Context: an optimization exercise on an open-source flow, tuned for small area, a short achievable clock period and few clock cycles. The choices shown serve that exercise and are no tape-out recipe.
RTL that was checked went through simulation tests only; none was proved equivalent to the original.
Only the layout flow was run in runs 1 and 2; the RTL was not checked for function there.
Power and IR drop assume default switching activity.

[flow/run.sh]
#!/bin/bash
# The standard layout, with two changes to how the ports are buffered: each port
# gets a sky130_fd_sc_hd__buf_2 instead of the smallest buffer, and timing repair
# may resize cells across footprints. Every tool's output goes to flow_make.log
# here (and ORFS's own per-step logs under orfs/logs/).
set -euo pipefail
bash standard.sh MATCH_CELL_FOOTPRINT=0 \
    "BUFFER_PORTS_ARGS=-buffer_cell sky130_fd_sc_hd__buf_2" finish > flow_make.log 2>&1
[standard.sh]
#!/bin/bash
# synth_recipe.tcl (not shown) runs the flow's synth.tcl, then flattens the netlist and writes it again
# the make line also repeats each setting of config.mk as NAME=value (left out here)
make -C /OpenROAD-flow-scripts/flow DESIGN_CONFIG=/design/flow/config.mk WORK_HOME=/design/flow/orfs CLKGATE_MAP_FILE= SYNTH_SCRIPT=/design/flow/synth_recipe.tcl "${@:-finish}"
[config.mk]
export PLATFORM = sky130hd
export DESIGN_NAME = lwc_spe
export DESIGN_NICKNAME = lwc_spe
export VERILOG_FILES = /design/flow/design.v
export SDC_FILE = /design/flow/constraint.sdc
export NUM_CORES = 4
export LEC_CHECK = 0
export CAP_MARGIN = 20
export CORE_MARGIN = 2
export CORE_UTILIZATION = 40
export SETUP_SLACK_MARGIN = 4.5
export SLEW_MARGIN = 20
[constraint.sdc]
create_clock -name core_clock -period 7.0 [get_ports {clk}]
set_input_delay 1.4000 -clock core_clock [delete_from_list [all_inputs] [get_ports {clk}]]
set_output_delay 1.4000 -clock core_clock [all_outputs]
set_load 0.01 [all_outputs]
[design.v]
module lwc_spe (
    input  wire       clk,
    input  wire       rst,             
    input  wire       req_valid,
    output wire       req_ready,
    input  wire [1:0] req_op,          
    input  wire [7:0] req_in_len,
    input  wire [7:0] req_key_len,
    input  wire [7:0] req_ad_len,
    input  wire [7:0] req_nonce_len,   
    output reg  [1:0] buf_sel,         
    output reg  [7:0] buf_addr,
    input  wire [7:0] buf_data,
    output wire       res_valid,
    input  wire       res_ready,
    output wire [7:0] res_data,
    output wire       rsp_valid,
    input  wire       rsp_ready,
    output reg        rsp_ok,
    output reg  [3:0] rsp_err_class,
    output reg  [3:0] rsp_err_stage,
    output reg  [7:0] rsp_err_code,
    output wire       rsp_err_known,
    output reg        rsp_trace_valid,
    output reg        rsp_flags_valid,
    output reg        rsp_key_is_done,
    output reg        rsp_input_min_len,
    output wire       tx_valid,
    input  wire       tx_ready,
    output reg  [7:0] tx_data,
    output wire       tx_last,
    output wire       link_flush,
    input  wire       rx_valid,
    output wire       rx_ready,
    input  wire [7:0] rx_data,
    input  wire       rx_last,
    input  wire       rx_empty,        
    output wire       inst_arm,
    output wire       cap_req,
    input  wire       cap_done,
    input  wire       cap_timeout,
    output wire       inst_trace,
    output wire       ent_req,
    input  wire [7:0] ent_data
);
    localparam [7:0] MAX_INPUT_LEN  = 8'd200;
    localparam [7:0] KEY_LEN        = 8'd32;
    localparam [7:0] MAX_AD_LEN     = 8'd160;
    localparam [4:0] NONCE_LEN      = 5'd16;
    localparam [7:0] CHUNK_SIZE     = 8'd100;
    localparam [1:0] OP_ENC = 2'd0, OP_DEC = 2'd1, OP_HASH = 2'd2, OP_STATUS = 2'd3;
    localparam [7:0] T_I = 8'h69, T_K = 8'h6B, T_A = 8'h61, T_P = 8'h70, T_H = 8'h68,
                     T_S = 8'h73, T_R = 8'h72, T_E = 8'h65, T_T = 8'h74;
    localparam [3:0] C_PROTOCOL = 4'd1, C_CONFIG_LENGTH = 4'd2, C_LOCAL_TIMEOUT = 4'd3,
                     C_UNEXPECTED_TAG = 4'd4, C_RESULT_LENGTH = 4'd5,
                     C_INSTRUMENT_TIMEOUT = 4'd6, C_MALFORMED_FRAME = 4'd7,
                     C_RESULT_OVERFLOW = 4'd9, C_ERROR_FRAME_ZERO = 4'd10;
    localparam [3:0] G_SET_INPUT = 4'd1, G_SET_KEY = 4'd2, G_SET_AD = 4'd3,
                     G_FETCH_RESULT = 4'd5, G_FINAL_ACK = 4'd6,
                     G_STATUS_QUERY = 4'd7, G_STATUS_ACK = 4'd8, G_CAPTURE = 4'd9;
    localparam [3:0] ST_IDLE = 4'd0, ST_FFAIL = 4'd1, ST_IN = 4'd2, ST_KEY = 4'd3,
                     ST_AD = 4'd4, ST_PERF = 4'd5, ST_FACK = 4'd6, ST_CAP = 4'd7,
                     ST_TRACE = 4'd8, ST_RES = 4'd9, ST_RSP = 4'd10, ST_STAT = 4'd11,
                     ST_SACK = 4'd12;
    reg  [3:0] step;
    reg  [1:0] op;
    reg  [7:0] key_len, ad_len, nonce_len;
    reg  [7:0] rem;           
    reg        req_ready_r, rsp_valid_r, link_flush_r, inst_arm_r, inst_trace_r;
    reg        cap_req_r, ent_req_r, rx_ready_r, res_valid_r, tx_valid_r, tx_last_r;
    reg        rsp_err_known_r;
    reg  [7:0] res_data_r;
    reg        tx_act;        
    reg  [1:0] hdr;           
    reg        scmd1;
    reg  [7:0] plen;          
    reg        src_fifo;      
    reg        arm_done;
    reg  [4:0] draws;         
    reg  [1:0] fcnt;
    reg  [2:0] cnt;           
    reg        tag_r, tag_e, tag_t;
    reg        b3_zero, b3_eq, b3_known, b4_nz;
    reg  [7:0] d1, d2, d3;
    reg  [7:0] nchunk;
    reg  [7:0] wr_ptr;        
    reg        ovf;
    reg  [7:0] res_mem [0:127];
    reg        msh;           
    reg        fetch;         
    reg  [1:0] mph;           
    reg  [2:0] pad;           
    reg  [3:0] tap;
    reg  [7:0] sp;            
    reg  [1:0] occ;           
    assign req_ready     = req_ready_r;
    assign rsp_valid     = rsp_valid_r;
    assign link_flush    = link_flush_r;
    assign inst_arm      = inst_arm_r;
    assign inst_trace    = inst_trace_r;
    assign cap_req       = cap_req_r;
    assign ent_req       = ent_req_r;
    assign rx_ready      = rx_ready_r;
    assign res_valid     = res_valid_r;
    assign res_data      = res_data_r;
    assign tx_valid      = tx_valid_r;
    assign tx_last       = tx_last_r;
    assign rsp_err_known = rsp_err_known_r;
    wire       tx_take  = tx_valid_r & tx_ready;
    wire       tx_done  = tx_take & tx_last_r;
    wire       tx_load  = tx_act & ~tx_done & (tx_take | ~tx_valid_r);
    wire       arm_ok   = (op != OP_ENC) | arm_done | inst_arm_r;
    wire       pay_ok   = ~src_fifo | ((fcnt != 2'd0) & ((plen != 8'd1) | arm_ok));
    wire       pay_load = tx_load & hdr[1] & pay_ok;
    wire       pop      = pay_load & src_fifo;
    wire [7:0] chunk    = (rem > CHUNK_SIZE) ? CHUNK_SIZE : rem;
    wire       rx_beat  = rx_valid & rx_ready_r;
    wire       rx_byte  = rx_beat & ~rx_empty;
    wire       rx_end   = rx_beat & (rx_empty | rx_last);
    wire       filled   = ~rx_empty & (cnt >= 3'd3);
    wire       ge6      = cnt >= 3'd5;
    wire       ge7      = cnt == 3'd6;
    wire       drain    = (step == ST_PERF);
    wire       wr_now   = rx_byte & drain & tag_r & (cnt >= 3'd5);
    wire       ovf_fin  = ovf | (wr_now & wr_ptr[7]);
    wire       stored   = (drain & rx_ready_r & ~tag_r & (cnt >= 3'd2)) |
                          (step == ST_FACK) | (step == ST_CAP) | (step == ST_TRACE);
    wire [2:0] mis      = wr_ptr[2:0] + pad;
    wire [7:0] wr_m1    = wr_ptr - 8'd1;
    wire       res_take = res_valid_r & res_ready;
    wire [1:0] occ_nx   = occ + {1'b0, fetch} - {1'b0, res_take};
    wire       fetch_nx = (mph == 2'd2) & (wr_ptr != 8'd0) & (occ_nx <= 2'd1);
    reg  [3:0] ack_stage;
    always @(*) begin
        case (step)
            ST_IN:   ack_stage = G_SET_INPUT;
            ST_KEY:  ack_stage = G_SET_KEY;
            ST_AD:   ack_stage = G_SET_AD;
            ST_FACK: ack_stage = G_FINAL_ACK;
            default: ack_stage = G_STATUS_ACK;
        endcase
    end
    reg  [7:0] role_tag;
    always @(*) begin
        case (step)
            ST_IN:   role_tag = T_I;
            ST_KEY:  role_tag = T_K;
            default: role_tag = T_A;
        endcase
    end
    wire [1:0] fcnt_nx  = fcnt - {1'b0, pop} + {1'b0, ent_req_r};
    wire [4:0] draws_nx = draws - {4'd0, ent_req_r};
    integer k;
    always @(posedge clk) begin
        if (msh) begin
            res_mem[0] <= d3;
            for (k = 1; k < 128; k = k + 1)
                res_mem[k] <= res_mem[k - 1];
        end
    end
    wire [7:0] tap_byte = res_mem[{tap, 3'd7}];
    task fail;
        input [3:0] cls;
        input [3:0] stg;
        input       keep;       
        input       known;
        begin
            rsp_ok            <= 1'b0;
            rsp_err_class     <= cls;
            rsp_err_stage     <= stg;
            if (!keep) rsp_err_code <= 8'h00;
            rsp_err_known_r   <= known;
            rsp_trace_valid   <= 1'b0;
            rsp_flags_valid   <= 1'b0;
            rsp_key_is_done   <= 1'b0;
            rsp_input_min_len <= 1'b0;
            rsp_valid_r       <= 1'b1;
            step              <= ST_RSP;
        end
    endtask
    task frame;
        input [7:0] cmd;
        input       scmd;
        input [7:0] len;
        input       fifo;
        input [1:0] sel;
        input       clr;
        begin
            tx_act     <= 1'b1;
            tx_valid_r <= 1'b1;
            tx_data    <= cmd;
            tx_last_r  <= 1'b0;
            hdr        <= 2'd0;
            scmd1      <= scmd;
            plen       <= len;
            src_fifo   <= fifo;
            buf_sel    <= sel;
            if (clr) buf_addr <= 8'd0;
        end
    endtask
    task results;
        begin
            rsp_err_code <= 8'h00;
            if (wr_ptr == 8'd0 && occ_nx == 2'd0) begin
                rsp_valid_r <= 1'b1;
                step        <= ST_RSP;
            end else begin
                res_valid_r <= (occ_nx != 2'd0);
                step        <= ST_RES;
            end
        end
    endtask
    always @(posedge clk) begin
        if (rst) begin
            step         <= ST_IDLE;
            req_ready_r  <= 1'b1;
            rsp_valid_r  <= 1'b0;
            link_flush_r <= 1'b0;
            inst_arm_r   <= 1'b0;
            inst_trace_r <= 1'b0;
            cap_req_r    <= 1'b0;
            ent_req_r    <= 1'b0;
            rx_ready_r   <= 1'b0;
            res_valid_r  <= 1'b0;
            tx_valid_r   <= 1'b0;
            tx_last_r    <= 1'b0;
            tx_act       <= 1'b0;
            draws        <= 5'd0;
            fcnt         <= 2'd0;
            cnt          <= 3'd0;
            msh          <= 1'b0;
            fetch        <= 1'b0;
            mph          <= 2'd0;
            occ          <= 2'd0;
        end else begin
            link_flush_r <= 1'b0;
            inst_arm_r   <= 1'b0;
            inst_trace_r <= 1'b0;
            if (inst_arm_r) arm_done <= 1'b1;
            if (ent_req_r) begin
                d1 <= ent_data;
                d2 <= d1;
            end
            fcnt      <= fcnt_nx;
            draws     <= draws_nx;
            ent_req_r <= (draws_nx != 5'd0) && (fcnt_nx <= 2'd1);
            if (ent_req_r && draws == 5'd1 && op == OP_ENC) inst_arm_r <= 1'b1;
            if (tx_done) begin
                tx_valid_r <= 1'b0;
                tx_act     <= 1'b0;
                rx_ready_r <= 1'b1;
                cnt        <= 3'd0;
            end else if (tx_load) begin
                if (hdr == 2'd0) begin
                    tx_data    <= {7'd0, scmd1};
                    tx_last_r  <= 1'b0;
                    hdr        <= 2'd1;
                    tx_valid_r <= 1'b1;
                end else if (hdr == 2'd1) begin
                    tx_data    <= plen;
                    tx_last_r  <= (plen == 8'd0);
                    hdr        <= 2'd2;
                    tx_valid_r <= 1'b1;
                end else if (pay_ok) begin
                    tx_data    <= src_fifo ? ((fcnt == 2'd2) ? d2 : d1) : buf_data;
                    tx_last_r  <= (plen == 8'd1);
                    plen       <= plen - 8'd1;
                    buf_addr   <= buf_addr + 8'd1;
                    tx_valid_r <= 1'b1;
                end else begin
                    tx_valid_r <= 1'b0;
                end
            end
            msh   <= 1'b0;
            fetch <= fetch_nx;
            occ   <= occ_nx;
            if (mph == 2'd0) tap <= wr_m1[6:3];
            if (fetch_nx) begin
                msh    <= 1'b1;
                wr_ptr <= wr_ptr - 8'd1;
            end
            if (mph == 2'd0 && stored) mph <= (mis == 3'd0) ? 2'd2 : 2'd1;
            if (mph == 2'd1) begin
                msh <= 1'b1;
                pad <= pad + 3'd1;
                if (mis == 3'd7) mph <= 2'd2;
            end
            if (fetch) begin
                if (occ != 2'd0 && !(occ == 2'd1 && res_take)) sp <= tap_byte;
                else                                           res_data_r <= tap_byte;
            end
            if (res_take && occ == 2'd2) res_data_r <= sp;
            if (rx_byte) begin
                if (cnt != 3'd6) cnt <= cnt + 3'd1;
                if (cnt == 3'd1) begin
                    rsp_err_code <= rx_data;
                    tag_r <= (rx_data == T_R);
                    tag_e <= (rx_data == T_E);
                    tag_t <= (rx_data == T_T);
                end
                if (cnt == 3'd5 && (tag_e || (tag_t && drain)))
                    rsp_err_code <= d2;      
                if (cnt == 3'd3) begin
                    b3_zero  <= (rx_data == 8'd0);
                    b3_eq    <= (rx_data == nchunk);
                    b3_known <= (rx_data >= 8'h01) && (rx_data <= 8'h05);
                end
                if (cnt == 3'd4) b4_nz <= (rx_data != 8'd0);
                d1 <= rx_data;
                d2 <= d1;
                d3 <= d2;
                if (wr_now) begin
                    if (!wr_ptr[7]) begin
                        msh    <= 1'b1;
                        wr_ptr <= wr_ptr + 8'd1;
                    end else begin
                        ovf <= 1'b1;
                    end
                end
            end
            if (rx_end) begin
                cnt        <= 3'd0;
                rx_ready_r <= 1'b0;
                case (step)
                ST_PERF: begin
                    if (!filled)
                        fail(C_LOCAL_TIMEOUT, G_FETCH_RESULT, 1'b0, 1'b0);
                    else if (tag_r) begin
                        if (ovf_fin)
                            fail(C_RESULT_OVERFLOW, G_FETCH_RESULT, 1'b1, 1'b0);
                        else begin
                            nchunk     <= nchunk + 8'd1;
                            rx_ready_r <= 1'b1;
                        end
                    end else if (tag_t) begin
                        if (!ge6)
                            fail(C_MALFORMED_FRAME, G_FETCH_RESULT, 1'b1, 1'b0);
                        else if (!b3_eq)
                            fail(C_RESULT_LENGTH, G_FETCH_RESULT, 1'b1, 1'b0);
                        else begin
                            step       <= ST_FACK;
                            rx_ready_r <= 1'b1;
                        end
                    end else if (tag_e) begin
                        if (!ge6)
                            fail(C_MALFORMED_FRAME, G_FETCH_RESULT, 1'b1, 1'b0);
                        else if (!b3_zero)
                            fail(C_PROTOCOL, G_FETCH_RESULT, 1'b1, b3_known);
                        else
                            fail(C_ERROR_FRAME_ZERO, G_FETCH_RESULT, 1'b0, 1'b0);
                    end else
                        fail(C_UNEXPECTED_TAG, G_FETCH_RESULT, 1'b1, 1'b0);
                end
                ST_STAT: begin
                    if (!filled)
                        fail(C_LOCAL_TIMEOUT, G_STATUS_QUERY, 1'b0, 1'b0);
                    else if (tag_r) begin
                        if (!ge7)
                            fail(C_MALFORMED_FRAME, G_STATUS_QUERY, 1'b1, 1'b0);
                        else begin
                            rsp_key_is_done   <= ~b3_zero;
                            rsp_input_min_len <= b4_nz;
                            step              <= ST_SACK;
                            rx_ready_r        <= 1'b1;
                        end
                    end else if (tag_e) begin
                        if (!ge6)
                            fail(C_MALFORMED_FRAME, G_STATUS_QUERY, 1'b1, 1'b0);
                        else if (!b3_zero)
                            fail(C_PROTOCOL, G_STATUS_QUERY, 1'b1, b3_known);
                        else
                            fail(C_ERROR_FRAME_ZERO, G_STATUS_QUERY, 1'b0, 1'b0);
                    end else
                        fail(C_UNEXPECTED_TAG, G_STATUS_QUERY, 1'b1, 1'b0);
                end
                default: begin
                    if (!filled)
                        fail(C_LOCAL_TIMEOUT, ack_stage, 1'b0, 1'b0);
                    else if (!tag_e)
                        fail(C_UNEXPECTED_TAG, ack_stage, 1'b1, 1'b0);
                    else if (!ge6)
                        fail(C_MALFORMED_FRAME, ack_stage, 1'b1, 1'b0);
                    else if (!b3_zero)
                        fail(C_PROTOCOL, ack_stage, 1'b1, b3_known);
                    else if (step == ST_FACK) begin
                        if (op == OP_DEC)
                            results();
                        else begin
                            cap_req_r <= 1'b1;
                            step      <= ST_CAP;
                        end
                    end else if (step == ST_SACK) begin
                        rsp_err_code <= 8'h00;
                        rsp_valid_r  <= 1'b1;
                        step         <= ST_RSP;
                    end else if (rem != 8'd0) begin
                        frame(role_tag, 1'b0, chunk, 1'b0, step[1:0] - 2'd2, 1'b0);
                        rem <= rem - chunk;
                    end else if (step == ST_IN && op == OP_HASH) begin
                        frame(T_H, 1'b0, 8'd0, 1'b0, 2'd0, 1'b0);
                        inst_arm_r <= 1'b1;
                        arm_done   <= 1'b0;
                        step       <= ST_PERF;
                    end else if (step == ST_IN) begin
                        if (key_len > KEY_LEN)
                            fail(C_CONFIG_LENGTH, G_SET_KEY, 1'b0, 1'b0);
                        else begin
                            frame(T_K, 1'b1, 8'd0, 1'b0, 2'd1, 1'b1);
                            rem  <= key_len;
                            step <= ST_KEY;
                        end
                    end else if (step == ST_KEY) begin
                        if (ad_len > MAX_AD_LEN)
                            fail(C_CONFIG_LENGTH, G_SET_AD, 1'b0, 1'b0);
                        else begin
                            frame(T_A, 1'b1, 8'd0, 1'b0, 2'd2, 1'b1);
                            rem  <= ad_len;
                            step <= ST_AD;
                        end
                    end else begin
                        step     <= ST_PERF;
                        arm_done <= 1'b0;
                        if (nonce_len == 8'd0) begin
                            frame(T_P, op == OP_ENC, {3'd0, NONCE_LEN}, 1'b1, 2'd3, 1'b1);
                            draws     <= NONCE_LEN;
                            ent_req_r <= 1'b1;
                        end else begin
                            frame(T_P, op == OP_ENC, nonce_len, 1'b0, 2'd3, 1'b1);
                            inst_arm_r <= (op == OP_ENC);
                        end
                    end
                end
                endcase
            end
            case (step)
            ST_IDLE: begin
                op              <= req_op;
                key_len         <= req_key_len;
                ad_len          <= req_ad_len;
                nonce_len       <= req_nonce_len;
                rem             <= req_in_len;
                nchunk          <= 8'd0;
                wr_ptr          <= 8'd0;
                ovf             <= 1'b0;
                mph             <= 2'd0;
                pad             <= 3'd0;
                fetch           <= 1'b0;
                occ             <= 2'd0;
                rsp_ok          <= 1'b1;
                rsp_err_class   <= 4'd0;
                rsp_err_stage   <= 4'd0;
                rsp_err_known_r <= 1'b0;
                rsp_trace_valid <= (req_op == OP_ENC) || (req_op == OP_HASH);
                rsp_flags_valid <= (req_op == OP_STATUS);
                rsp_key_is_done   <= 1'b0;
                rsp_input_min_len <= 1'b0;
                tx_data         <= (req_op == OP_STATUS) ? T_S : T_I;
                tx_last_r       <= 1'b0;
                hdr             <= 2'd0;
                scmd1           <= (req_op != OP_STATUS);
                plen            <= 8'd0;
                src_fifo        <= 1'b0;
                buf_sel         <= 2'd0;
                buf_addr        <= 8'd0;
                if (req_valid) begin
                    req_ready_r  <= 1'b0;
                    link_flush_r <= 1'b1;
                    if (req_op == OP_STATUS) begin
                        tx_act     <= 1'b1;
                        tx_valid_r <= 1'b1;
                        step       <= ST_STAT;
                    end else if (req_in_len > MAX_INPUT_LEN) begin
                        step       <= ST_FFAIL;
                    end else begin
                        tx_act     <= 1'b1;
                        tx_valid_r <= 1'b1;
                        step       <= ST_IN;
                    end
                end
            end
            ST_FFAIL: fail(C_CONFIG_LENGTH, G_SET_INPUT, 1'b0, 1'b0);
            ST_CAP: if (cap_done) begin
                cap_req_r <= 1'b0;
                if (cap_timeout)
                    fail(C_INSTRUMENT_TIMEOUT, G_CAPTURE, 1'b0, 1'b0);
                else begin
                    inst_trace_r <= 1'b1;
                    step         <= ST_TRACE;
                end
            end
            ST_TRACE: results();
            ST_RES: begin
                res_valid_r <= (occ_nx != 2'd0);
                if (res_take && occ_nx == 2'd0 && wr_ptr == 8'd0 && !fetch) begin
                    res_valid_r <= 1'b0;
                    rsp_valid_r <= 1'b1;
                    step        <= ST_RSP;
                end
            end
            ST_RSP: if (rsp_ready) begin
                rsp_valid_r <= 1'b0;
                req_ready_r <= 1'b1;
                step        <= ST_IDLE;
            end
            default: ;
            endcase
        end
    end
endmodule
==> out/qor.csv, run 1 <==
stage,metric,value,unit
finish,nets,2772,
critical_path,crit path kind,input port to register,
synth,top-area cell type share of the netlist area,82.2,%
finish,"leading cell type in the layout, fill and taps excluded",edfxtp_1,
power,LEAKAGE,17.0,nW
floorplanning,Die H,333,µm
finish,Reg area,0.0362,mm²
finish,Filler cells,8828,
finish,largest register by flop count,res_mem,
floorplanning,floorplan row count,120,
synth,Unique masters post-synth,97,
critical_path,worst endpoint required time,7.50,ns
timing,final worst slack,4.21,ns
timing,RSZ-0062 raised after global routing,true,
power,pwr dens,366,mW/mm²
timing,max_slew headroom,37.4,%
drt,routed wire length,90.9,mm
cts,CTS tree,done,
critical_path,family with the most delay on the worst path,compound AO/OA/AOI/OAI gates,
cts,clock transition at the registers of the reported paths,0.06,ns
synth,Yosys warning total,2,
finish,area of the multi-input gates,0.00742,mm²
floorplanning,Die Wd,333,µm
critical_path,WP buf/inv,4,
synth,Synth Register Bits,1214,
cts,H-tree depth,3,
min_path,Hold Crit Start,res_mem[78][3],
synth,Synth async-reset ratio,0,%
critical_path,CP Max Fanout,7,
critical_path,startpoint types,input port,
timing,Final Cycle Share,39.9,%
cts,Hold Buf Count CTS,0,
placed_design,DP Worst Slack,2.86,ns
critical_path,endpoint class of the critical path,register,
grt,grt ovf,0,
drt,router iterations before antenna repair,5,
synth,ys flop type,edfxtp_1,
synth,Syn Area/Cell,18.4,µm²
synth,Post-synth EDFFs,1182,
synth,Synth Instances,2347,
timing,fin. max-slew vios,0,
critical_path,critical path cell sequence,buf_8 -> nand2_8 -> inv_6 -> ha_4 -> inv_4 -> ha_4 -> xnor3_2 -> buf_6 -> o2111ai_4 -> nand2b_4 -> o41ai_2 -> nor2_1 -> a211oi_1,
synth,dominant cells by area after synthesis,"edfxtp_1 (82%), dfxtp_1 (1.5%), nand2_1 (1.2%)",
critical_path,Critical Path Slowest Stage Cell,xnor3_2,
drt,Residual DRC,0,
floorplanning,I/O Pins,128,
synth,cell area after synthesis,0.0432,mm²
run_status,status,no timing/DRC/antenna violations,
critical_path,CP max stage delay,0.27,ns
grt,largest net degree at the start of global routing,223,
power,Peak VDD IR,0.227,mV
power,Pwr Total,19.0,mW
timing,Peak Freq,0.358,GHz
critical_path,reg2reg end,wr_ptr[4],
job,max-cap viol count,0,
cts,root buffer cell,clkbuf_16,
timing,Final setup viols,0,
floorplanning,core area,0.107,mm²
critical_path,critical path depth,13,
finish,share of final-layout standard cells stronger than drive strength 1,23.6,%
min_path,HP Class,register to register,
synth,largest area contributor in the netlist,edfxtp_1,
finish,most frequent cells in the layout,"edfxtp_1 (1,182), buf_4 (133), nand2_1 (129), clkbuf_16 (119), nor2_1 (115)",
timing,Worst-Margin Slew,0.939,ns
synth,synthesized net count,2441,
placed_design,PortBufs,127,
drt,WL/cell,21.7,µm
timing,final hold violation count,0,
drt,Detail Route Antenna Nets,0,
grt,GRT Overall Usage,15.9,%
finish,final core utilization,48.5,%
floorplanning,die area,0.111,mm²
finish,max reg flops,1024,
critical_path,r2r worst-path depth,9,
critical_path,Worst path most repeated cell,ha_4,
critical_path,FF-to-FF Start,wr_ptr[0],
synth,register area share after synthesis,83.6,%
drt,via count,22100,
grt,first-pass GRT wire length,134,mm
floorplanning,Initial Util,40.4,%
timing,skew final,0.0530,ns
critical_path,R2R setup slack,4.32,ns
cts,clock sink count,1214,
grt,vias in the first global route,21600,
grt,antenna violations before repair,8,
drt,via/cell ratio,5.27,
min_path,hold path depth,0,
finish,synth-to-layout area growth,20.1,%
drt,Initial DRC Count,2132,
placed_design,gpl congestion,0.909,
timing,Period minus WS final,2.79,ns
cts,Worst-Skew Late Latency,0.72,ns
placed_design,DPL Wire Length,54.7,mm
cts,CTS max path bufs,3,
cts,TritonCTS buffer count,116,
critical_path,critical path arrival,3.29,ns
min_path,hold endpoint,res_mem[79][3],
==> report_power, final <==
group | total [mW] | leakage (nW) | internal (mW) | switching (mW)
registers | 9.31 | 11.0 | 8.88 | 0.433
logic | 3.37 | 4.09 | 1.30 | 2.06
clock network | 6.31 | 1.89 | 3.62 | 2.69
total | 19.0 | 17.0 | 13.8 | 5.19
==> per-stage QoR <==
stage	area (µm²)	cells	hold WS [ns]	TNS, ns
after floorplan	43400	2347	0.400	-752.68
after global placement	45700	3824	0.401	0
after detailed placement	45700	3824	0.405	0
after CTS	51100	4136	0.376	0
after global routing	51900	4183	0.378	0
final	51900	4185	0.379	0
==> cell usage after synthesis (5+ instances only) <==
| library cell | n |
|---|---|
| nor2b_1 | 22 |
| a221oi_1 | 13 |
| buf_1 | 9 |
| nor3b_1 | 5 |
| edfxtp_1 | 1182 |
| xnor2_1 | 27 |
| a31oi_1 | 16 |
| a21oi_1 | 70 |
| and2_1 | 13 |
| o2111ai_1 | 10 |
| o21a_1 | 9 |
| a22o_1 | 15 |
| nor4_1 | 11 |
| o32ai_1 | 6 |
| o22ai_1 | 17 |
| and3_1 | 23 |
| nor3_1 | 43 |
| nand3_1 | 39 |
| nor2_1 | 130 |
| or4_1 | 6 |
| nand2_1 | 134 |
| a21o_1 | 8 |
| nand4_1 | 16 |
| xor2_1 | 21 |
| mux2i_1 | 30 |
| a211oi_1 | 19 |
| clkbuf_1 | 48 |
| dfxtp_1 | 32 |
| ha_1 | 24 |
| o211a_1 | 12 |
| o211ai_1 | 12 |
| a22oi_1 | 24 |
| or3_1 | 14 |
| buf_2 | 24 |
| or2_2 | 5 |
| o21ai_0 | 68 |
| o221ai_1 | 5 |
| nand2b_1 | 18 |
| and4_1 | 5 |
| a32oi_1 | 10 |
| mux2_2 | 23 |
| inv_1 | 40 |
==> worst reg2reg max path, stage by stage, from the launching register on <==
cell and delay, ns:
edfxtp_1 0.50, inv_1 0.17, ha_1 0.25, or4b_4 0.55, o2111ai_4 0.37, buf_6 0.16, nor3_4 0.03, a31oi_1 0.19
xor2_1 0.16, nor2_1 0.06
==> how the worst max path moves through the flow <==
stage	end	slack (ns)	start
after floorplan	res_mem[0][0]	-0.74	msh
after CTS	rsp_err_stage[1]	4.19	rsp_err_stage[1]
after global placement	plen[5]	2.99	rx_empty
final	wr_ptr[7]	4.21	res_ready
after detailed placement	plen[5]	2.86	rx_empty
after global routing	wr_ptr[0]	4.19	res_ready
==> cell families (layout without fill, tap and decap cells) <==
logic type	after synthesis	after routing	synth area share, %
and+or+nand+nor	508	510	5.86
adders and majority gates	25	25	0.741
buffers and inverters	125	556	1.19
muxes	56	56	1.45
AOI/OAI and AO/OA	369	369	6.09
xor gates and xnor gates	49	49	1.03
other	1	3	0.00868
DFF	1214	1214	83.6
==> final cells by class <==
type                       instances  area share (%)
timing repair buffer             294            4.74
clock inverter                    81            1.72
multi-input combinational       1010            14.3
antenna                            2         0.00965
sequential                      1214            69.7
clock buffer                     139            5.76
tap                             1403            3.38
inverter                          41           0.333
timing repair inverter             1         0.00965
==> per-layer routing <==
metal  vias to the layer above  routed length [µm]  track usage [%]
met4                        12                3400             5.88
met1                     11200               39900             21.8
li1                       9933                   -                -
met2                       729               42100             25.0
met5                         -                  81                0
met3                       213                5390             3.42
==> repair_timing <==
item / in CTS / in global routing
setup endpoints to repair: 235 / 144
gates cloned: 4 / 2
buffers inserted: 88 / 43
resized for setup: 202 / 84
endpoints found under the hold margin: 0 / 0
pin swaps: 34 / 40
==> inputs of run 2 (changes only) <==
--- a/config.mk
+++ b/config.mk
@@ -8,5 +8,5 @@
 export CAP_MARGIN = 20
 export CORE_MARGIN = 2
-export CORE_UTILIZATION = 40
+export CORE_UTILIZATION = 65
 export SETUP_SLACK_MARGIN = 4.5
 export SLEW_MARGIN = 20
==> run 2 against run 1 <==
  * Largest power group unchanged
  * Utilization grew 29 points
  * Still clean
  * First-iteration DRC count grew 27%
  * Combinational power grew 4%
  * Clock power shrank 2%
  * Hold slack gained 0.0028 ns
  * Total power grew 0.26%
  * Non-clock buffer count grew 15
  * Global-route usage grew 11 points
==> out/qor.csv, run 2 <==
stage,metric,value,unit
run_status,status,no timing/DRC/antenna violations,
finish,most frequent cells in the layout,"edfxtp_1 (1,182), buf_4 (144), nand2_1 (130), clkbuf_16 (119), nor2_1 (116)",
finish,"leading cell type in the layout, fill and taps excluded",edfxtp_1,
drt,Initial DRC Count,2715,
critical_path,critical path cell sequence,buf_8 -> nand2_8 -> inv_6 -> ha_4 -> inv_2 -> ha_4 -> xnor3_2 -> buf_4 -> buf_6 -> and4_1 -> a211oi_2 -> a211oi_2,
finish,Final Instance Area,0.0512,mm²
drt,via/cell ratio,6.29,
critical_path,CP max stage delay,0.31,ns
power,Peak VDD IR,0.266,mV
floorplanning,Die Wd,262,µm
cts,CTS tree,done,
critical_path,Critical Path Slowest Stage Cell,xnor3_2,
grt,grt ovf,0,
timing,Final TNS setup,0,ns
placed_design,DP Area,0.0450,mm²
cts,CTS max path bufs,3,
power,sw frac,28.2,%
synth,cell area after synthesis,0.0432,mm²
drt,via count,23000,
cts,H-tree depth,3,
power,combinational power share,18.4,%
synth,ys flop type,edfxtp_1,
timing,final worst slack,4.23,ns
power,sequential power share,49.1,%
placed_design,DPL Wire Length,50.0,mm
synth,Post-synth EDFFs,1182,
finish,nets,2784,
grt,first-pass GRT wire length,136,mm
drt,Residual DRC,0,
timing,Final setup viols,0,
timing,final hold violation count,0,
drt,WL/cell,26.7,µm
synth,largest area contributor in the netlist,edfxtp_1,
grt,antenna violations before repair,2,
cts,root buffer cell,clkbuf_16,
grt,GRT Overall Usage,26.9,%
floorplanning,Initial Util,65.7,%
synth,register area share after synthesis,83.6,%
timing,RSZ-0062 raised after global routing,true,
critical_path,WP buf/inv,5,
timing,skew final,0.0708,ns
synth,Synth Register Bits,1214,
critical_path,crit path kind,input port to register,
power,clock power share,32.6,%
power,LEAKAGE,17.0,nW
synth,Unique masters post-synth,97,
grt,vias in the first global route,22000,
cts,clock transition at the registers of the reported paths,0.06,ns
power,NetSw,5.37,mW
drt,Detail Route Antenna Nets,0,
cts,Worst-Skew Late Latency,0.71,ns
synth,Yosys warning total,2,
floorplanning,die area,0.0685,mm²
power,pwr dens,372,mW/mm²
floorplanning,I/O Pins,128,
job,max-cap viol count,0,
finish,largest register by flop count,res_mem,
timing,max_slew headroom,25.6,%
placed_design,DP Worst Slack,2.98,ns
critical_path,CP Max Fanout,5,
finish,synth-to-layout area growth,18.4,%
timing,Worst-Margin Slew,1.12,ns
finish,share of final-layout standard cells stronger than drive strength 1,24.0,%
timing,final hold slack,0.382,ns
critical_path,endpoint class of the critical path,register,
floorplanning,core area,0.0657,mm²
synth,Synth async-reset ratio,0,%
cts,TritonCTS buffer count,112,
synth,most numerous cell in the Yosys netlist,edfxtp_1,
placed_design,gpl congestion,0.927,
synth,Syn Area/Cell,18.4,µm²
critical_path,worst endpoint required time,7.38,ns
synth,dominant cells by area after synthesis,"edfxtp_1 (82%), dfxtp_1 (1.5%), nand2_1 (1.2%)",
cts,clock sink count,1214,
finish,max reg flops,1024,
min_path,HP Class,register to register,
timing,Period minus WS final,2.77,ns
timing,Final Cycle Share,39.5,%
floorplanning,Die H,262,µm
timing,fin. max-slew vios,0,
grt,largest net degree at the start of global routing,218,
synth,Synth top cells by count,"edfxtp_1 (1,182), nand2_1 (134), nor2_1 (130)",
synth,top-area cell type share of the netlist area,82.2,%
cts,Hold Buf Count CTS,0,
critical_path,critical path arrival,3.14,ns
drt,router iterations before antenna repair,5,
finish,Filler cells,3393,
finish,final core utilization,77.8,%
timing,Peak Freq,0.362,GHz
placed_design,PortBufs,127,
synth,synthesized net count,2441,
power,P_int,13.7,mW
critical_path,family with the most delay on the worst path,buffers and inverters,
synth,Synth Instances,2347,
critical_path,startpoint types,input port,
floorplanning,floorplan row count,94,
drt,routed wire length,97.6,mm
==> run 2: cell counts after synthesis <==
No cell type changed its count.
==> run 2: layer usage <==
| layer | up-vias | routed length (µm) | global-route usage, % | part of all wire (%) |
|---|---|---|---|---|
| li1 | 9950 | - | - | - |
| met4 | 0 | 3200 | 9.83 | 3.3 |
| met2 | 1232 | 46400 | 41.4 | 47 |
| met1 | 11600 | 40100 | 39.9 | 41 |
| met3 | 190 | 7940 | 3.99 | 8.1 |
| met5 | - | 0 | 0 | 0 |
==> run 2: final cells by class <==
| cell class | count | area (µm²) | area share, % |
|---|---|---|---|
| Clock buffer | 131 | 2890 | 5.66 |
| Antenna cell | 2 | 5.00 | 0.00978 |
| Multi-Input combinational cell | 1012 | 7430 | 14.5 |
| Timing Repair Buffer | 309 | 2590 | 5.06 |
| Inverter | 41 | 170 | 0.333 |
| Clock inverter | 79 | 816 | 1.59 |
| Tap cell | 864 | 1080 | 2.11 |
| Sequential cell | 1214 | 36200 | 70.7 |
==> run 2: worst reg2reg max path, delay by kind of cell (launching register included) <==
kind	cells	cell delay, ns
adders and majority gates	1	0.22
DFF	1	0.50
and+or+nand+nor	3	1.09
AOI/OAI and AO/OA	3	0.55
buffers and inverters	1	0.17
==> run 2: power groups by stage <==
stage	registers, mW	clock network, mW	logic [mW]
2_1_floorplan	9.59	0	1.60
6_report	9.34	6.20	3.50
3_5_place_dp	9.48	0	2.59
3_3_place_gp	9.46	0	2.51
4_1_cts	9.31	6.26	3.00
5_1_grt	9.39	6.55	3.71
==> run 2: cells by family (layout without fill, tap and decap cells) <==
group / Yosys count / in the layout / share of synthesized area, %
AND/OR/NAND/NOR: 508 / 511 / 5.86
multiplexers: 56 / 56 / 1.45
flip-flops: 1214 / 1214 / 83.6
buffers and inverters: 125 / 560 / 1.19
AO/OA/AOI/OAI: 369 / 370 / 6.09
XOR/XNOR: 49 / 49 / 1.03
adder cells (fa/ha/maj): 25 / 25 / 0.741
other: 1 / 3 / 0.00868
==> run 2: metrics by stage <==
stage	power, mW	std cells
after floorplan	11.2	2347
after global placement	12.0	3279
after detailed placement	12.1	3279
after CTS	18.6	3567
after global routing	19.7	3651
final	19.0	3652
==> run 2: path summary, 6_finish.rpt <==
kind                                     from             to  slack (ns)  cells past startpoint
worst max-delay path                res_ready      wr_ptr[6]        4.23                     12
worst min-delay path            res_mem[5][7]  res_mem[6][7]        0.38                      0
worst max register to register      wr_ptr[0]        step[1]        4.37                      8
worst min register to register  res_mem[5][7]  res_mem[6][7]        0.38                      0
==> run 2: repair_timing <==
action,CTS,global route
gates resized for setup,149,112
endpoints found under the hold margin,0,0
pin swaps,15,50
setup endpoints to repair,513,379
setup buffers,77,72
cloned,1,10
==> inputs of run 3 (changes only) <==
--- a/design.v
+++ b/design.v
@@ -90,6 +90,6 @@
     reg        fetch;         
     reg  [1:0] mph;           
-    reg  [2:0] pad;           
-    reg  [3:0] tap;
+    reg  [3:0] pad;           
+    reg  [2:0] tap;
     reg  [7:0] sp;            
     reg  [1:0] occ;           
@@ -126,5 +126,5 @@
     wire       stored   = (drain & rx_ready_r & ~tag_r & (cnt >= 3'd2)) |
                           (step == ST_FACK) | (step == ST_CAP) | (step == ST_TRACE);
-    wire [2:0] mis      = wr_ptr[2:0] + pad;
+    wire [3:0] mis      = wr_ptr[3:0] + pad;
     wire [7:0] wr_m1    = wr_ptr - 8'd1;
     wire       res_take = res_valid_r & res_ready;
@@ -159,5 +159,5 @@
         end
     end
-    wire [7:0] tap_byte = res_mem[{tap, 3'd7}];
+    wire [7:0] tap_byte = res_mem[{tap, 4'd15}];
     task fail;
         input [3:0] cls;
@@ -275,14 +275,14 @@
             fetch <= fetch_nx;
             occ   <= occ_nx;
-            if (mph == 2'd0) tap <= wr_m1[6:3];
+            if (mph == 2'd0) tap <= wr_m1[6:4];
             if (fetch_nx) begin
                 msh    <= 1'b1;
                 wr_ptr <= wr_ptr - 8'd1;
             end
-            if (mph == 2'd0 && stored) mph <= (mis == 3'd0) ? 2'd2 : 2'd1;
+            if (mph == 2'd0 && stored) mph <= (mis == 4'd0) ? 2'd2 : 2'd1;
             if (mph == 2'd1) begin
                 msh <= 1'b1;
-                pad <= pad + 3'd1;
-                if (mis == 3'd7) mph <= 2'd2;
+                pad <= pad + 4'd1;
+                if (mis == 4'd15) mph <= 2'd2;
             end
             if (fetch) begin
@@ -444,5 +444,5 @@
                 ovf             <= 1'b0;
                 mph             <= 2'd0;
-                pad             <= 3'd0;
+                pad             <= 4'd0;
                 fetch           <= 1'b0;
                 occ             <= 2'd0;
--- a/config.mk
+++ b/config.mk
@@ -9,4 +9,6 @@
 export CORE_MARGIN = 2
 export CORE_UTILIZATION = 65
+export CTS_CLUSTER_DIAMETER = 50
+export CTS_CLUSTER_SIZE = 25
 export SETUP_SLACK_MARGIN = 4.5
 export SLEW_MARGIN = 20
==> run 3 against run 2 <==
  * Sequential cell count unchanged
  * Critical path depth up 1
  * Critical path type unchanged
  * Still clean
  * Clock skew shrank 0.022 ns
  * Hold slack improved by 0.016 ns
  * Register-to-register slack lost 0.21 ns
  * Worst setup slack lost 0.40 ns
  * Total power decreased by 5.0%
  * Via count shrank 3.5%
  * Highest routed layer is now met5
  * Clock-buffer cell count fell by 30
  * Sequential share of layout area increased by 1.7 points
  * Final cell count decreased by 4.4%
==> out/qor.csv, run 3 <==
stage,metric,value,unit
finish,fin cells,3490,
critical_path,endpoint class of the critical path,register,
drt,routed wire length,92.8,mm
cts,clock sink count,1214,
grt,met3 usage in global routing,4.28,%
drt,router iterations before antenna repair,6,
critical_path,r2r worst-path depth,8,
timing,Peak Freq,0.316,GHz
grt,vias in the first global route,21200,
timing,Worst-Margin Slew,1.05,ns
min_path,Hold Crit Start,res_mem[108][1],
critical_path,startpoint types,input port,
placed_design,gpl congestion,0.897,
floorplanning,die area,0.0672,mm²
drt,Residual DRC,0,
floorplanning,I/O Pins,128,
floorplanning,core area,0.0645,mm²
placed_design,DP Area,0.0442,mm²
grt,grt ovf,0,
timing,skew final,0.0491,ns
floorplanning,Die Wd,259,µm
synth,Synth Instances,2223,
placed_design,DPL Wire Length,45.5,mm
drt,via count,22100,
cts,CTS max path bufs,3,
cts,root buffer cell,clkbuf_16,
grt,met1 usage,38.8,%
power,Peak VDD IR,0.307,mV
grt,antenna violations before repair,3,
grt,first-pass GRT wire length,133,mm
synth,top-area cell type share of the netlist area,83.8,%
cts,TritonCTS buffer count,93,
finish,share of final-layout standard cells stronger than drive strength 1,25.2,%
synth,synthesized net count,2319,
run_status,status,no timing/DRC/antenna violations,
timing,final hold slack,0.397,ns
drt,via/cell ratio,6.35,
cts,H-tree depth,3,
synth,register area share after synthesis,85.3,%
timing,Final Cycle Share,45.2,%
min_path,hold path depth,0,
cts,Hold Buf Count CTS,0,
cts,Worst-Skew Late Latency,0.68,ns
finish,"leading cell type in the layout, fill and taps excluded",edfxtp_1,
synth,Yosys warning total,2,
synth,dominant cells by area after synthesis,"edfxtp_1 (84%), dfxtp_1 (1.5%), nor2_1 (1.2%)",
finish,synth-to-layout area growth,18.1,%
critical_path,R2R setup slack,4.16,ns
placed_design,dpl cells,3156,
critical_path,worst endpoint required time,7.41,ns
synth,Synth top cells by count,"edfxtp_1 (1,182), nor2_1 (141), nand2_1 (110)",
synth,Synth async-reset ratio,0,%
critical_path,critical path arrival,3.58,ns
drt,Initial DRC Count,2984,
grt,met2 GRT Util,42.7,%
timing,fin. max-slew vios,0,
job,max-cap viol count,0,
min_path,hold endpoint,res_mem[109][1],
synth,ys flop type,edfxtp_1,
placed_design,PortBufs,127,
grt,most used routing layer,met2,
critical_path,FF-to-FF Start,step[3],
grt,largest net degree at the start of global routing,189,
timing,Period minus WS final,3.17,ns
timing,Final setup viols,0,
drt,WL/cell,26.6,µm
finish,most frequent cells in the layout,"edfxtp_1 (1,182), buf_4 (145), nor2_1 (124), buf_2 (110), nand2_1 (102)",
critical_path,CP Max Fanout,4,
floorplanning,floorplan row count,93,
synth,largest area contributor in the netlist,edfxtp_1,
finish,nets,2651,
finish,Final Instance Area,0.0500,mm²
cts,CTS tree,done,
synth,Syn Area/Cell,19.1,µm²
timing,max_slew headroom,29.7,%
cts,clock transition at the registers of the reported paths,0.11,ns
timing,Final TNS setup,0,ns
synth,Post-synth EDFFs,1182,
synth,Unique masters post-synth,91,
drt,Detail Route Antenna Nets,0,
power,LEAKAGE,16.4,nW
finish,max reg flops,1024,
timing,final hold violation count,0,
timing,RSZ-0062 raised after global routing,true,
synth,cell area after synthesis,0.0424,mm²
power,pwr dens,362,mW/mm²
critical_path,reg2reg end,mph[0],
floorplanning,Die H,259,µm
power,Pwr Total,18.1,mW
finish,largest register by flop count,res_mem,
min_path,HP Class,register to register,
floorplanning,Initial Util,65.7,%
synth,most numerous cell in the Yosys netlist,edfxtp_1,
critical_path,crit path kind,input port to register,
synth,Synth Register Bits,1214,
grt,GRT Overall Usage,26.6,%
finish,Filler cells,3338,
-- run 3: how the worst max path moves through the flow --
stage                         start       endpoint  slack [ns]  cells after the start
after global placement    res_ready      wr_ptr[3]        3.15                     12
after detailed placement   rx_empty        plen[7]        3.13                      6
after CTS                 res_ready      wr_ptr[3]        3.97                     12
after global routing      res_ready      wr_ptr[3]        3.85                     12
after floorplan                 msh  res_mem[0][0]       -0.74                      0
final                     res_ready      wr_ptr[4]        3.83                     13
-- run 3: metal layers --
metal	vias to the layer above	wire, µm
met1	11200	37700
li1	9436	-
met2	1315	44100
met5	-	6
met3	213	8080
met4	2	2870
-- run 3: cells by family (layout without fill, tap and decap cells) --
group | after synthesis | after routing | share of synthesized area [%]
XOR/XNOR | 51 | 51 | 1.09
flip-flops | 1214 | 1214 | 85.3
AND/OR/NAND/NOR | 455 | 457 | 5.35
adder cells (fa/ha/maj) | 27 | 27 | 0.815
multiplexers | 40 | 40 | 1.12
other | 1 | 3 | 0.00885
buffers and inverters | 112 | 519 | 1.02
AO/OA/AOI/OAI | 323 | 324 | 5.28
-- run 3: per-stage QoR --
stage               setup WS, ns  util [%]
detailed placement          3.13      68.6
global route                3.85      77.6
finish                      3.83      77.6
floorplan                 -0.735         -
global placement            3.15      68.6
CTS                         3.97      75.9
-- run 3: layout make-up --
| cell class | instances | area [µm²] | share of cell area [%] |
|---|---|---|---|
| clock buffer | 101 | 2400 | 4.80 |
| timing repair buffer | 305 | 2410 | 4.81 |
| antenna | 2 | 5.00 | 0.0100 |
| inverter | 40 | 164 | 0.328 |
| clock inverter | 72 | 946 | 1.89 |
| tap | 855 | 1070 | 2.14 |
| timing repair inverter | 1 | 7.51 | 0.0150 |
| sequential | 1214 | 36200 | 72.4 |
| multi-input combinational | 900 | 6810 | 13.6 |
-- run 3: what timing repair did --
action                                 4_1_cts  5_1_grt
setup buffers                               81       70
gates cloned                                 7        0
pin swaps                                   30       37
gates resized for setup                    152      108
endpoints found under the hold margin        0        0
setup endpoints to repair                  268      260
-- run 3: critical path: stages --
cell     delay (ns)
buf_12         0.11
nand2_8        0.07
inv_6          0.04
ha_4           0.26
inv_4          0.04
ha_4           0.14
xor3_2         0.22
or3_4          0.38
buf_4          0.16
nor4b_2        0.34
a41oi_1        0.13
xor2_1         0.21
nor2_1         0.06
-- run 3: report_power, final --
part	total [mW]	switching, mW	internal (mW)
registers	9.34	0.479	8.86
logic	2.96	1.83	1.13
clock network	5.80	2.92	2.87
Testbench counts of run 3, summed over its fixed seeds: cycles 73,899.
==> inputs of run 4 (changes only) <==
--- a/config.mk
+++ b/config.mk
@@ -8,7 +8,5 @@
 export CAP_MARGIN = 20
 export CORE_MARGIN = 2
-export CORE_UTILIZATION = 65
-export CTS_CLUSTER_DIAMETER = 50
-export CTS_CLUSTER_SIZE = 25
+export CORE_UTILIZATION = 40
 export SETUP_SLACK_MARGIN = 4.5
 export SLEW_MARGIN = 20
==> run 4 against run 3 <==
  * Still clean
  * Area after synthesis unchanged
  * Final area up 2.6%
  * Sequential share of layout area down 1.9 points
  * First-iteration DRC count down 27%
  * Total power up 2.2%
  * Combinational power about the same
  * Sequential power about the same
  * Critical endpoint is now wr_ptr[7]
==> out/qor.csv, run 4 <==
stage,metric,value,unit
critical_path,endpoint class of the critical path,register,
critical_path,worst endpoint required time,7.41,ns
finish,max reg flops,1024,
timing,RSZ-0062 raised after global routing,true,
placed_design,PortBufs,127,
drt,router iterations before antenna repair,8,
timing,fin. max-slew vios,0,
timing,max_slew headroom,30.4,%
synth,register area share after synthesis,85.3,%
timing,Final Cycle Share,42.4,%
power,LEAKAGE,16.6,nW
synth,Synth top cells by count,"edfxtp_1 (1,182), nor2_1 (141), nand2_1 (110)",
floorplanning,Initial Util,40.3,%
timing,Peak Freq,0.337,GHz
placed_design,gpl congestion,0.861,
drt,Residual DRC,0,
synth,most numerous cell in the Yosys netlist,edfxtp_1,
timing,skew final,0.0320,ns
cts,root buffer cell,clkbuf_16,
synth,ys flop type,edfxtp_1,
synth,cell area after synthesis,0.0424,mm²
timing,Final setup viols,0,
drt,routed wire length,82.2,mm
drt,via count,21200,
min_path,HP Class,register to register,
grt,grt ovf,0,
floorplanning,I/O Pins,128,
cts,CTS max path bufs,3,
drt,via/cell ratio,5.22,
finish,nets,2673,
floorplanning,floorplan row count,119,
synth,Yosys warning total,2,
critical_path,crit path kind,input port to register,
cts,CTS tree,done,
power,Peak VDD IR,0.242,mV
grt,first-pass GRT wire length,122,mm
critical_path,CP Max Fanout,4,
finish,share of final-layout standard cells stronger than drive strength 1,25.4,%
grt,vias in the first global route,20600,
timing,final hold slack,0.400,ns
cts,TritonCTS buffer count,114,
job,max-cap viol count,0,
drt,Detail Route Antenna Nets,0,
power,pwr dens,360,mW/mm²
finish,"leading cell type in the layout, fill and taps excluded",edfxtp_1,
synth,largest area contributor in the netlist,edfxtp_1,
synth,Syn Area/Cell,19.1,µm²
synth,Unique masters post-synth,91,
floorplanning,Die Wd,329,µm
grt,largest net degree at the start of global routing,217,
floorplanning,Die H,329,µm
grt,antenna violations before repair,0,
run_status,status,no timing/DRC/antenna violations,
cts,Worst-Skew Late Latency,0.70,ns
timing,Period minus WS final,2.97,ns
placed_design,DPL Wire Length,46.6,mm
floorplanning,core area,0.105,mm²
timing,Worst-Margin Slew,1.04,ns
synth,top-area cell type share of the netlist area,83.8,%
synth,Synth Instances,2223,
drt,WL/cell,20.2,µm
synth,synthesized net count,2319,
cts,clock transition at the registers of the reported paths,0.07,ns
finish,most frequent cells in the layout,"edfxtp_1 (1,182), buf_4 (142), clkbuf_16 (116), nor2_1 (111), nand2_1 (101)",
synth,Synth Register Bits,1214,
critical_path,startpoint types,input port,
drt,Initial DRC Count,2179,
finish,# diodes,0,
synth,Synth async-reset ratio,0,%
grt,GRT Overall Usage,14.6,%
cts,clock sink count,1214,
floorplanning,die area,0.109,mm²
critical_path,critical path arrival,3.38,ns
synth,dominant cells by area after synthesis,"edfxtp_1 (84%), dfxtp_1 (1.5%), nor2_1 (1.2%)",
finish,final core utilization,48.8,%
finish,synth-to-layout area growth,21.1,%
timing,final hold violation count,0,
cts,H-tree depth,3,
synth,Post-synth EDFFs,1182,
finish,largest register by flop count,res_mem,
[run 4: cell count changes in the layout (fill, tap and decap cells not counted), moves of 9 or more]
cell and delta:
buf_12 -9, buf_2 -14, buf_6 +24, bufinv_16 +11
clkbuf_1 +17, clkbuf_16 +18, clkinv_1 +20, clkinv_2 +11
clkinv_8 -13, nor2_1 -13, nor2_4 +10
[run 4: timing repair]
action | CTS | global route
pin swaps | 25 | 66
cloned | 3 | 2
hold buffers | 0 | 0
endpoints found under the setup margin | 356 | 362
buffers inserted | 83 | 68
resized for setup | 185 | 130
endpoints found under the hold margin | 0 | 0
[run 4: area by class of cell]
class	instances	area (µm²)
multi-input combinational	900	6920
timing repair buffer	307	2460
clock inverter	76	906
sequential	1214	36200
clock buffer	137	2940
inverter	40	159
fill	8607	53800
tap	1391	1740
[run 4: stage by stage]
step	power [mW]	setup TNS, ns	cell area [µm²]	std cells	worst slack (ns)
after CTS	18.4	0	50200	3994	4.09
after global placement	11.6	0	44900	3695	3.09
after global routing	19.3	0	51300	4065	3.92
final	18.5	0	51300	4065	4.03
after floorplan	10.9	-752.68	42600	2223	-0.735
after detailed placement	11.7	0	44900	3695	3.01
[run 4: path summary, 6_finish.rpt]
path                   from        endpoint  slack [ns]  cells after the start
max               res_ready       wr_ptr[7]        4.03                     13
min          res_mem[88][3]  res_mem[89][3]        0.40                      0
max reg2reg         step[0]      buf_sel[1]        4.36                     11
min reg2reg  res_mem[88][3]  res_mem[89][3]        0.40                      0
[run 4: cells by family after synthesis]
kind of cell	count (synthesis)	synth area share, %
fa+ha+maj	27	0.815
xor+xnor	51	1.09
buf+inv	112	1.02
other cells	1	0.00885
flops	1214	85.3
mux	40	1.12
simple gates	455	5.35
compound gates	323	5.28
[run 4: critical path, stage by stage]
cell and delay [ns]:
buf_8 0.11, nand2_8 0.05, inv_4 0.03, ha_4 0.25, inv_2 0.03, ha_4 0.14
xor3_2 0.22, or3_4 0.36, or2_4 0.25, buf_6 0.13, nor4_4 0.17, buf_4 0.17
a211oi_2 0.06
[run 4: routing by layer]
layer  track usage [%]  routed length [µm]  up-vias
li1                  -                   -     9495
met1              20.6               36800    10700
met2              22.1               37300      796
met3              3.02                5340      178
met4              5.96                2730        0
met5                 0                   0        -
[run 4: where the power goes]
part	switching, mW	internal, mW
Clock	2.65	3.61
Combinational	1.77	1.16
Sequential	0.447	8.86
==> inputs of run 5 (changes only) <==
--- a/design.v
+++ b/design.v
@@ -74,5 +74,5 @@
     reg  [1:0] hdr;           
     reg        scmd1;
-    reg  [7:0] plen;          
+    reg        nopay;         
     reg        src_fifo;      
     reg        arm_done;
@@ -111,5 +111,5 @@
     wire       tx_load  = tx_act & ~tx_done & (tx_take | ~tx_valid_r);
     wire       arm_ok   = (op != OP_ENC) | arm_done | inst_arm_r;
-    wire       pay_ok   = ~src_fifo | ((fcnt != 2'd0) & ((plen != 8'd1) | arm_ok));
+    wire       pay_ok   = ~src_fifo | ((fcnt != 2'd0) & ((rem != 8'd1) | arm_ok));
     wire       pay_load = tx_load & hdr[1] & pay_ok;
     wire       pop      = pay_load & src_fifo;
@@ -129,6 +129,9 @@
     wire [7:0] wr_m1    = wr_ptr - 8'd1;
     wire       res_take = res_valid_r & res_ready;
-    wire [1:0] occ_nx   = occ + {1'b0, fetch} - {1'b0, res_take};
-    wire       fetch_nx = (mph == 2'd2) & (wr_ptr != 8'd0) & (occ_nx <= 2'd1);
+    wire [1:0] occ_in   = occ + {1'b0, fetch};
+    wire [1:0] occ_nx   = occ_in - {1'b0, res_take};
+    wire       occ_nz   = occ_in[1] | (occ_in[0] & ~res_take);
+    wire       fetch_nx = (mph == 2'd2) & (wr_ptr != 8'd0) & (~occ_in[1] | res_take);
+    wire       res_last = res_take & (occ_in == 2'd1) & (wr_ptr == 8'd0);
     reg  [3:0] ack_stage;
     always @(*) begin
@@ -182,5 +185,5 @@
         input [7:0] cmd;
         input       scmd;
-        input [7:0] len;
+        input       none;
         input       fifo;
         input [1:0] sel;
@@ -193,5 +196,5 @@
             hdr        <= 2'd0;
             scmd1      <= scmd;
-            plen       <= len;
+            nopay      <= none;
             src_fifo   <= fifo;
             buf_sel    <= sel;
@@ -202,9 +205,9 @@
         begin
             rsp_err_code <= 8'h00;
-            if (wr_ptr == 8'd0 && occ_nx == 2'd0) begin
+            if (wr_ptr == 8'd0 && occ_in == 2'd0) begin
                 rsp_valid_r <= 1'b1;
                 step        <= ST_RSP;
             end else begin
-                res_valid_r <= (occ_nx != 2'd0);
+                res_valid_r <= (occ_in != 2'd0);
                 step        <= ST_RES;
             end
@@ -258,12 +261,13 @@
                     tx_valid_r <= 1'b1;
                 end else if (hdr == 2'd1) begin
-                    tx_data    <= plen;
-                    tx_last_r  <= (plen == 8'd0);
+                    tx_data    <= nopay ? 8'd0 : (buf_sel != 2'd3) ? chunk : rem;
+                    tx_last_r  <= nopay;
                     hdr        <= 2'd2;
                     tx_valid_r <= 1'b1;
                 end else if (pay_ok) begin
                     tx_data    <= src_fifo ? ((fcnt == 2'd2) ? d2 : d1) : buf_data;
-                    tx_last_r  <= (plen == 8'd1);
-                    plen       <= plen - 8'd1;
+                    tx_last_r  <= (rem == 8'd1) ||
+                                  (buf_sel != 2'd3 && (buf_addr == 8'd99 || buf_addr == 8'd199));
+                    rem        <= rem - 8'd1;
                     buf_addr   <= buf_addr + 8'd1;
                     tx_valid_r <= 1'b1;
@@ -395,8 +399,7 @@
                         step         <= ST_RSP;
                     end else if (rem != 8'd0) begin
-                        frame(role_tag, 1'b0, chunk, 1'b0, step[1:0] - 2'd2, 1'b0);
-                        rem <= rem - chunk;
+                        frame(role_tag, 1'b0, 1'b0, 1'b0, step[1:0] - 2'd2, 1'b0);
                     end else if (step == ST_IN && op == OP_HASH) begin
-                        frame(T_H, 1'b0, 8'd0, 1'b0, 2'd0, 1'b0);
+                        frame(T_H, 1'b0, 1'b1, 1'b0, 2'd0, 1'b0);
                         inst_arm_r <= 1'b1;
                         arm_done   <= 1'b0;
@@ -406,5 +409,5 @@
                             fail(C_CONFIG_LENGTH, G_SET_KEY, 1'b0, 1'b0);
                         else begin
-                            frame(T_K, 1'b1, 8'd0, 1'b0, 2'd1, 1'b1);
+                            frame(T_K, 1'b1, 1'b1, 1'b0, 2'd1, 1'b1);
                             rem  <= key_len;
                             step <= ST_KEY;
@@ -414,5 +417,5 @@
                             fail(C_CONFIG_LENGTH, G_SET_AD, 1'b0, 1'b0);
                         else begin
-                            frame(T_A, 1'b1, 8'd0, 1'b0, 2'd2, 1'b1);
+                            frame(T_A, 1'b1, 1'b1, 1'b0, 2'd2, 1'b1);
                             rem  <= ad_len;
                             step <= ST_AD;
@@ -422,9 +425,11 @@
                         arm_done <= 1'b0;
                         if (nonce_len == 8'd0) begin
-                            frame(T_P, op == OP_ENC, {3'd0, NONCE_LEN}, 1'b1, 2'd3, 1'b1);
+                            frame(T_P, op == OP_ENC, 1'b0, 1'b1, 2'd3, 1'b1);
+                            rem       <= {3'd0, NONCE_LEN};
                             draws     <= NONCE_LEN;
                             ent_req_r <= 1'b1;
                         end else begin
-                            frame(T_P, op == OP_ENC, nonce_len, 1'b0, 2'd3, 1'b1);
+                            frame(T_P, op == OP_ENC, 1'b0, 1'b0, 2'd3, 1'b1);
+                            rem        <= nonce_len;
                             inst_arm_r <= (op == OP_ENC);
                         end
@@ -459,5 +464,5 @@
                 hdr             <= 2'd0;
                 scmd1           <= (req_op != OP_STATUS);
-                plen            <= 8'd0;
+                nopay           <= 1'b1;
                 src_fifo        <= 1'b0;
                 buf_sel         <= 2'd0;
@@ -491,6 +496,6 @@
             ST_TRACE: results();
             ST_RES: begin
-                res_valid_r <= (occ_nx != 2'd0);
-                if (res_take && occ_nx == 2'd0 && wr_ptr == 8'd0 && !fetch) begin
+                res_valid_r <= occ_nz;
+                if (res_last) begin
                     res_valid_r <= 1'b0;
                     rsp_valid_r <= 1'b1;
--- a/config.mk
+++ b/config.mk
@@ -8,5 +8,7 @@
 export CAP_MARGIN = 20
 export CORE_MARGIN = 2
-export CORE_UTILIZATION = 40
-export SETUP_SLACK_MARGIN = 4.5
+export CORE_UTILIZATION = 65
+export CTS_CLUSTER_DIAMETER = 50
+export CTS_CLUSTER_SIZE = 25
+export SETUP_SLACK_MARGIN = 4.8
 export SLEW_MARGIN = 20
==> run 5 against run 4 <==
  * Still clean on timing, DRC and antenna
  * First-iteration DRC count up 23%
  * Synthesized cell count down 3.1%
  * Largest power group unchanged
  * Clock power down 9.1%
  * Non-clock buffer count up 29
  * Die area down 39%
  * Largest cell class unchanged
==> out/qor.csv, run 5 <==
stage,metric,value,unit
run_status,status,no timing/DRC/antenna violations,
grt,vias in the first global route,20200,
floorplanning,floorplan row count,93,
finish,Filler cells,3198,
finish,area of the multi-input gates,0.00681,mm²
grt,antenna violations before repair,3,
timing,max_slew headroom,32.7,%
critical_path,critical path cell sequence,buf_6,
synth,synthesized net count,2251,
critical_path,CP Max Fanout,1,
finish,most frequent cells in the layout,"edfxtp_1 (1,175), buf_4 (156), nor2_1 (101), clkbuf_16 (92), buf_2 (92)",
grt,met3 usage in global routing,4.81,%
cts,CTS max path bufs,3,
finish,"leading cell type in the layout, fill and taps excluded",edfxtp_1,
synth,Post-synth EDFFs,1175,
floorplanning,Die Wd,258,µm
job,max-cap viol count,0,
synth,Synth Register Bits,1207,
critical_path,WP buf/inv,1,
finish,synth-to-layout area growth,19.8,%
timing,skew final,0.0568,ns
synth,register area share after synthesis,85.7,%
grt,met1 usage,37.3,%
timing,Final setup viols,0,
placed_design,DP Worst Slack,2.96,ns
timing,final hold violation count,0,
finish,share of final-layout standard cells stronger than drive strength 1,28.0,%
floorplanning,Initial Util,65.4,%
synth,Syn Area/Cell,19.5,µm²
grt,most used routing layer,met2,
cts,CTS tree,done,
critical_path,endpoint class of the critical path,primary output,
drt,router iterations before antenna repair,9,
grt,GRT Overall Usage,25.2,%
drt,via/cell ratio,6.18,
critical_path,worst endpoint required time,5.60,ns
synth,largest area contributor in the netlist,edfxtp_1,
cts,Hold Buf Count CTS,0,
cts,Worst-Skew Late Latency,0.69,ns
cts,root buffer cell,clkbuf_16,
power,pwr dens,364,mW/mm²
placed_design,DPL Wire Length,43.1,mm
grt,met2 GRT Util,39.8,%
synth,Synth async-reset ratio,0,%
power,Pwr Total,18.3,mW
critical_path,crit path kind,register to primary output,
grt,largest net degree at the start of global routing,230,
synth,Yosys warning total,2,
finish,largest register by flop count,res_mem,
drt,Initial DRC Count,2690,
drt,routed wire length,89.4,mm
cts,H-tree depth,3,
synth,Synth Instances,2155,
timing,Final Cycle Share,38.5,%
timing,final worst slack,4.30,ns
min_path,HP Class,register to register,
floorplanning,die area,0.0665,mm²
drt,via count,21300,
finish,max reg flops,1024,
cts,clock transition at the registers of the reported paths,0.10,ns
critical_path,critical path arrival,1.30,ns
drt,Detail Route Antenna Nets,0,
timing,Final TNS setup,0,ns
synth,dominant cells by area after synthesis,"edfxtp_1 (84%), dfxtp_1 (1.5%), nor2_1 (1.1%)",
critical_path,Critical Path Slowest Stage Cell,edfxtp_1,
power,LEAKAGE,16.6,nW
grt,grt ovf,0,
synth,cell area after synthesis,0.0419,mm²
timing,fin. max-slew vios,0,
finish,Reg area,0.0360,mm²
placed_design,PortBufs,127,
timing,RSZ-0062 raised after global routing,true,
floorplanning,I/O Pins,128,
timing,Period minus WS final,2.70,ns
power,Peak VDD IR,0.270,mV
synth,Synth top cells by count,"edfxtp_1 (1,175), nor2_1 (125), nand2_1 (100)",
synth,ys flop type,edfxtp_1,
synth,most numerous cell in the Yosys netlist,edfxtp_1,
drt,WL/cell,25.9,µm
timing,Peak Freq,0.371,GHz
critical_path,family with the most delay on the worst path,flip-flops,
synth,Unique masters post-synth,86,
drt,Residual DRC,0,
floorplanning,Die H,258,µm
cts,TritonCTS buffer count,89,
timing,Worst-Margin Slew,1.01,ns
placed_design,gpl congestion,0.904,
finish,nets,2617,
critical_path,startpoint types,register,
cts,clock sink count,1207,
critical_path,CP max stage delay,0.46,ns
synth,top-area cell type share of the netlist area,84.2,%
floorplanning,core area,0.0641,mm²
grt,first-pass GRT wire length,125,mm
==> run 5: changes by cell type in the layout (fill, tap and decap cells not counted), sizes merged, moves of 10 or more <==
cell    change
a22oi      -20
buf        +29
bufinv     -10
clkbuf     -48
clkinv     -13
inv        +18
nand2      -10
nor2       -17
==> run 5: repair_timing <==
| action | CTS | global route |
|---|---|---|
| setup buffers | 117 | 66 |
| endpoints found under the setup margin | 406 | 388 |
| pin swaps | 78 | 69 |
| cloned | 2 | 2 |
| resized for setup | 287 | 115 |
==> run 5: cells by family (layout without fill, tap and decap cells) <==
logic type | count (synthesis) | count (layout) | share of synthesized area, %
adder cells (fa/ha/maj) | 27 | 27 | 0.824
AO/OA/AOI/OAI | 296 | 296 | 4.78
other | 0 | 1 | 0
XOR/XNOR | 47 | 47 | 0.982
AND/OR/NAND/NOR | 433 | 434 | 5.29
buffers and inverters | 98 | 534 | 0.958
flip-flops | 1207 | 1207 | 85.7
multiplexers | 47 | 47 | 1.47
==> run 5: path summary, 6_finish.rpt <==
path	start	to	slack (ns)	cells after the start
worst max-delay path	res_data_r[4]	res_data[4]	4.30	1
worst min-delay path	res_mem[8][2]	res_mem[9][2]	0.38	0
worst max register to register	rem[1]	ent_req_r	4.36	12
worst min register to register	res_mem[8][2]	res_mem[9][2]	0.38	0
==> run 5: through the flow <==
step | hold WS [ns] | cell area, µm² | util (%) | std cells
floorplan | 0.400 | 42000 | - | 2155
global placement | 0.400 | 43600 | 68.1 | 3096
detailed placement | 0.405 | 43600 | 68.1 | 3097
CTS | 0.389 | 49100 | 76.5 | 3378
global route | 0.396 | 50200 | 78.3 | 3447
finish | 0.379 | 50200 | 78.3 | 3448
==> run 5: layout make-up <==
class | count | share of cell area (%)
diodes | 1 | 0.00498
clock buffers | 89 | 4.44
clock inverters | 73 | 2.15
inverters | 36 | 0.292
multi-input cells | 851 | 13.6
flip-flops and latches | 1207 | 71.6
well taps | 855 | 2.13
repair buffers | 336 | 5.78
==> run 5: where the power goes <==
part	internal, mW	leakage [nW]	total (mW)	switching [mW]
logic	1.33	4.06	3.21	1.89
registers	8.88	10.9	9.36	0.481
clock network	2.77	1.58	5.68	2.91
total	13.0	16.6	18.3	5.28
==> run 5: per-layer routing <==
metal	routed length [µm]	share of wire [%]
met1	37000	41
met2	43300	48
met3	7400	8.3
met4	1740	2.0
met5	0	0
Testbench counts of run 5, summed over its fixed seeds: cycles 73,899.

[port drivers added, routing unchanged]
Ports are ideal in the flow. The routed layouts listed here were re-timed in OpenROAD. Step 1, drivers: a clkbuf_16 drives clk and a buf_2 each remaining input, both assumed. Step 2, shift: input delay + t, output delay - t, t = (earliest + latest rising clock arrival at the registers) / 2. This alone moves slack from input paths to output paths. Three values: no drivers, after step 1, after step 2; two values: the first two.
run | t (ns) | setup WS [ns] | hold slack, ns | slew at the worst register clock pin (ns) | worst data-port slew with drivers (ns)
run 1 | 0.750 | 4.210 / 4.187 / 3.463 | 0.379 / 0.379 / 0.379 | 0.07 / 0.07 | 0.08
run 2 | 0.742 | 4.235 / 4.209 / 3.496 | 0.382 / 0.382 / 0.382 | 0.08 / 0.08 | 0.09
run 3 | 0.715 | 3.833 / 3.785 / 3.070 | 0.397 / 0.397 / 0.397 | 0.12 / 0.12 | 0.16
run 4 | 0.744 | 4.029 / 4.052 / 3.308 | 0.400 / 0.400 / 0.400 | 0.07 / 0.07 | 0.05
run 5 | 0.728 | 4.304 / 4.237 / 3.645 | 0.379 / 0.379 / 0.379 | 0.11 / 0.11 | 0.06
After both steps every run listed still meets setup and hold. The setup slack of run 3, which loses most, moves by -0.048 ns with the drivers and by -0.763 ns with both steps.
